Background: an optimization exercise with open tools, aiming at a short achievable clock period and few clock cycles. Do not read the settings as production practice. Where RTL was checked, it was by simulation tests only, not by an equivalence proof against the original. No driver is modelled on the clock port, so clocking that relies on it looks cheaper here than on a real chip. Power and IR drop assume default switching activity.

## the reference run
// lf_core
module lf_core (
    input  wire        clk,
    input  wire        rst,         
    input  wire        in_valid,
    input  wire [15:0] in_word,
    output wire        in_ready,
    output reg         out_valid,
    output reg  [2:0]  out_kind,
    output reg  [4:0]  out_addr,
    output reg  [15:0] out_data,
    output wire        busy
);
export LEC_CHECK = 0
export ABC_CLOCK_PERIOD_IN_PS = 1800
export CAP_MARGIN = 20
export CORE_MARGIN = 2
export CORE_UTILIZATION = 40
export CTS_CLUSTER_DIAMETER = 80
export CTS_CLUSTER_SIZE = 30
export SETUP_SLACK_MARGIN = 4.3
export SLEW_MARGIN = 20
create_clock -name core_clock -period 6.0 [get_ports {clk}]
standard.sh (not shown) runs the stock make flow with config.mk's settings and CLKGATE_MAP_FILE= SYNTH_SCRIPT=/design/flow/synth_recipe.tcl, a recipe that flattens the netlist after the stock synthesis.
==> flow/flow/run.sh <==
#!/bin/bash
# The standard layout, with a post-CTS step (flow/post_cts.tcl) that
# flattens the top of the clock tree. ORFS logs go to orfs/logs; the make
# output goes to standard.log.
set -euo pipefail
HERE=$(pwd)
bash standard.sh POST_CTS_TCL="$HERE/flow/post_cts.tcl" finish > "$HERE/standard.log" 2>&1
Other scripts of this flow, unchanged in this note and not shown: flow/flow/post_cts.tcl
Every stage of the flow completed for the reference run, and the final layout passed the timing, DRC and antenna checks.
Input-level comparison between the trial run and the reference run:
--- a/flow/design.v
+++ b/flow/design.v
@@ -16,20 +16,18 @@
     localparam [2:0] EV_DISP   = 3'd3;
     localparam [2:0] EV_START  = 3'd4;
     localparam [2:0] EV_PAUSE  = 3'd5;
     localparam [2:0] EV_SLEEP  = 3'd6;
     localparam [2:0] EV_READ   = 3'd7;
     localparam [11:0] CUTOFF = 12'd3500;
     localparam [7:0]  THRESH = 8'd10;
     localparam integer QD = 4;           
     reg in_ready_q, busy_q;
-    reg rst_q;
-    always @(posedge clk) rst_q <= rst;
     assign in_ready = in_ready_q;
     assign busy     = busy_q;
     reg        i_v;
     reg [15:0] i_w;
     always @(posedge clk) begin
         if (rst) i_v <= 1'b0;
         else     i_v <= in_valid & in_ready_q;
         i_w <= in_word;
     end
@@ -189,19 +187,19 @@
     reg [3:0]  c_a0;             
     reg [15:0] c_data;           
     reg        c_rearm, c_read;
     reg        c_adcw, c_sample, c_recov;
     reg        c_disp, c_adcs, c_ctrl;
     reg        c_i0, c_d0, c_i1, c_d1;      
     reg        c_ge;
     reg [12:0] c_rs;             
     always @(posedge clk) begin
-        if (rst_q) begin
+        if (rst) begin
             lines0 <= 2'd0; lines1 <= 2'd0;
             hist0 <= 4'd0;  hist1 <= 4'd0;
             btn_line <= 1'b0; db_state <= 1'b0; db_dir <= 1'b0; dbt_armed <= 1'b0;
             go <= 1'b0; go_prev <= 1'b0;
             conv_busy <= 1'b0;
             pl <= 7'd0; en <= 7'd0; sleeping <= 1'b0;
             c_v <= 1'b0;
         end else begin
             lines0 <= lines_w0;
@@ -316,19 +314,19 @@
         ({16{c_rs[3]}}  & {3'd0, adf, dacc, acc, rc, nxt, cur}) |
         ({16{c_rs[4]}}  & {13'd0, lp}) |
         ({16{c_rs[5]}}  & {4'd0, sample_reg}) |
         ({16{c_rs[6]}}  & {stop, lost}) |
         ({16{c_rs[7]}}  & {14'd0, trip_stop, trip_lost}) |
         ({16{c_rs[10]}} & {duty_l, duty_r}) |
         ({16{c_rs[11]}} & {10'd0, nxt, conv_ch}) |
         ({16{c_rs[12]}} & {8'd0, 2'd2 - cur, cur, 2'd0, cur});
     always @(posedge clk) begin
-        if (rst_q) begin
+        if (rst) begin
             count0 <= 16'd0; count1 <= 16'd0;
             cur <= 2'd0; nxt <= 2'd0; rc <= 2'd0;
             acc <= 3'd0; lp <= 3'd0; dacc <= 3'd0; lpn <= 1'b0;
             sample_reg <= 12'd0; sge <= 1'b0;
             adf <= 1'b0; conv_ch <= 4'd0;
             lost <= 8'd0; stop <= 8'd0; duty_r <= 8'd0; duty_l <= 8'd0;
         end else begin
             count0 <= count0 ^ updn_t(count0, c_i0, c_d0);
             count1 <= count1 ^ updn_t(count1, c_i1, c_d1);
==> comparison <==
- The reference run and the trial run ended up with roughly the same number of flip-flops and latches.
- [compare] base=the reference run new=the trial run: portion of the clock cycle consumed by the worst path in the final layout barely changed, maximum frequency went up 0.0017 GHz.
- Count of inserted tapcells, the reference run and the trial run: smaller value in the reference run
- Going from the reference run to the trial run, combinational gate power grows by about 28%.
- The trial run vs the reference run: global-route wire length before repair up by a few percent
- | multi-input combinational cell count | the trial run vs the reference run | 17 higher |
- The trial run does worse than the reference run on post-layout instance area.
- Area fraction in compound gates after synthesis: the reference run vs the trial run, no meaningful difference
- Any difference in number of remaining DRC errors between the trial run and the reference run is small enough to ignore.
- Summary of the trial run over the reference run: setup slack climbed 0.0067 ns; combinational share of power shows an increase of 3.2 points; number of standard cells in the layout, taps in and fillers out climbed 56.
Testbench counts of the trial run, summed over its fixed seeds: cycles 24,037.
No functional check of the RTL was part of the reference run.

## what the ideal ports hide
The flow's constraints put no driver on any port. The routed layouts listed below were extracted and timed again, unchanged, in two steps.
Step 1 (the two cells are an assumption about what drives the block):
set clk [get_ports {clk}]
set_driving_cell -lib_cell sky130_fd_sc_hd__clkbuf_16 $clk
set_driving_cell -lib_cell sky130_fd_sc_hd__buf_2 [delete_from_list [all_inputs] $clk]
Step 2, shift: input delay + t, output delay - t, t = (earliest + latest rising clock arrival at the registers) / 2. This alone moves slack from input paths to output paths.
a / b / c = no drivers / after step 1 / after step 2; a / b = the first two.
run	shift t [ns]	setup WS [ns]	latest minus earliest clock arrival (ns)	worst register clock-pin slew, ns
the reference run	0.447	4.008 / 3.896 / 3.918	0.025 / 0.025	0.12 / 0.12
the trial run	0.448	4.015 / 3.902 / 3.609	0.037 / 0.038	0.12 / 0.12
After both steps setup and hold are still met in every run listed. For the trial run, which loses most, drivers alone change the setup slack by -0.113 ns; drivers and shift together by -0.406 ns.
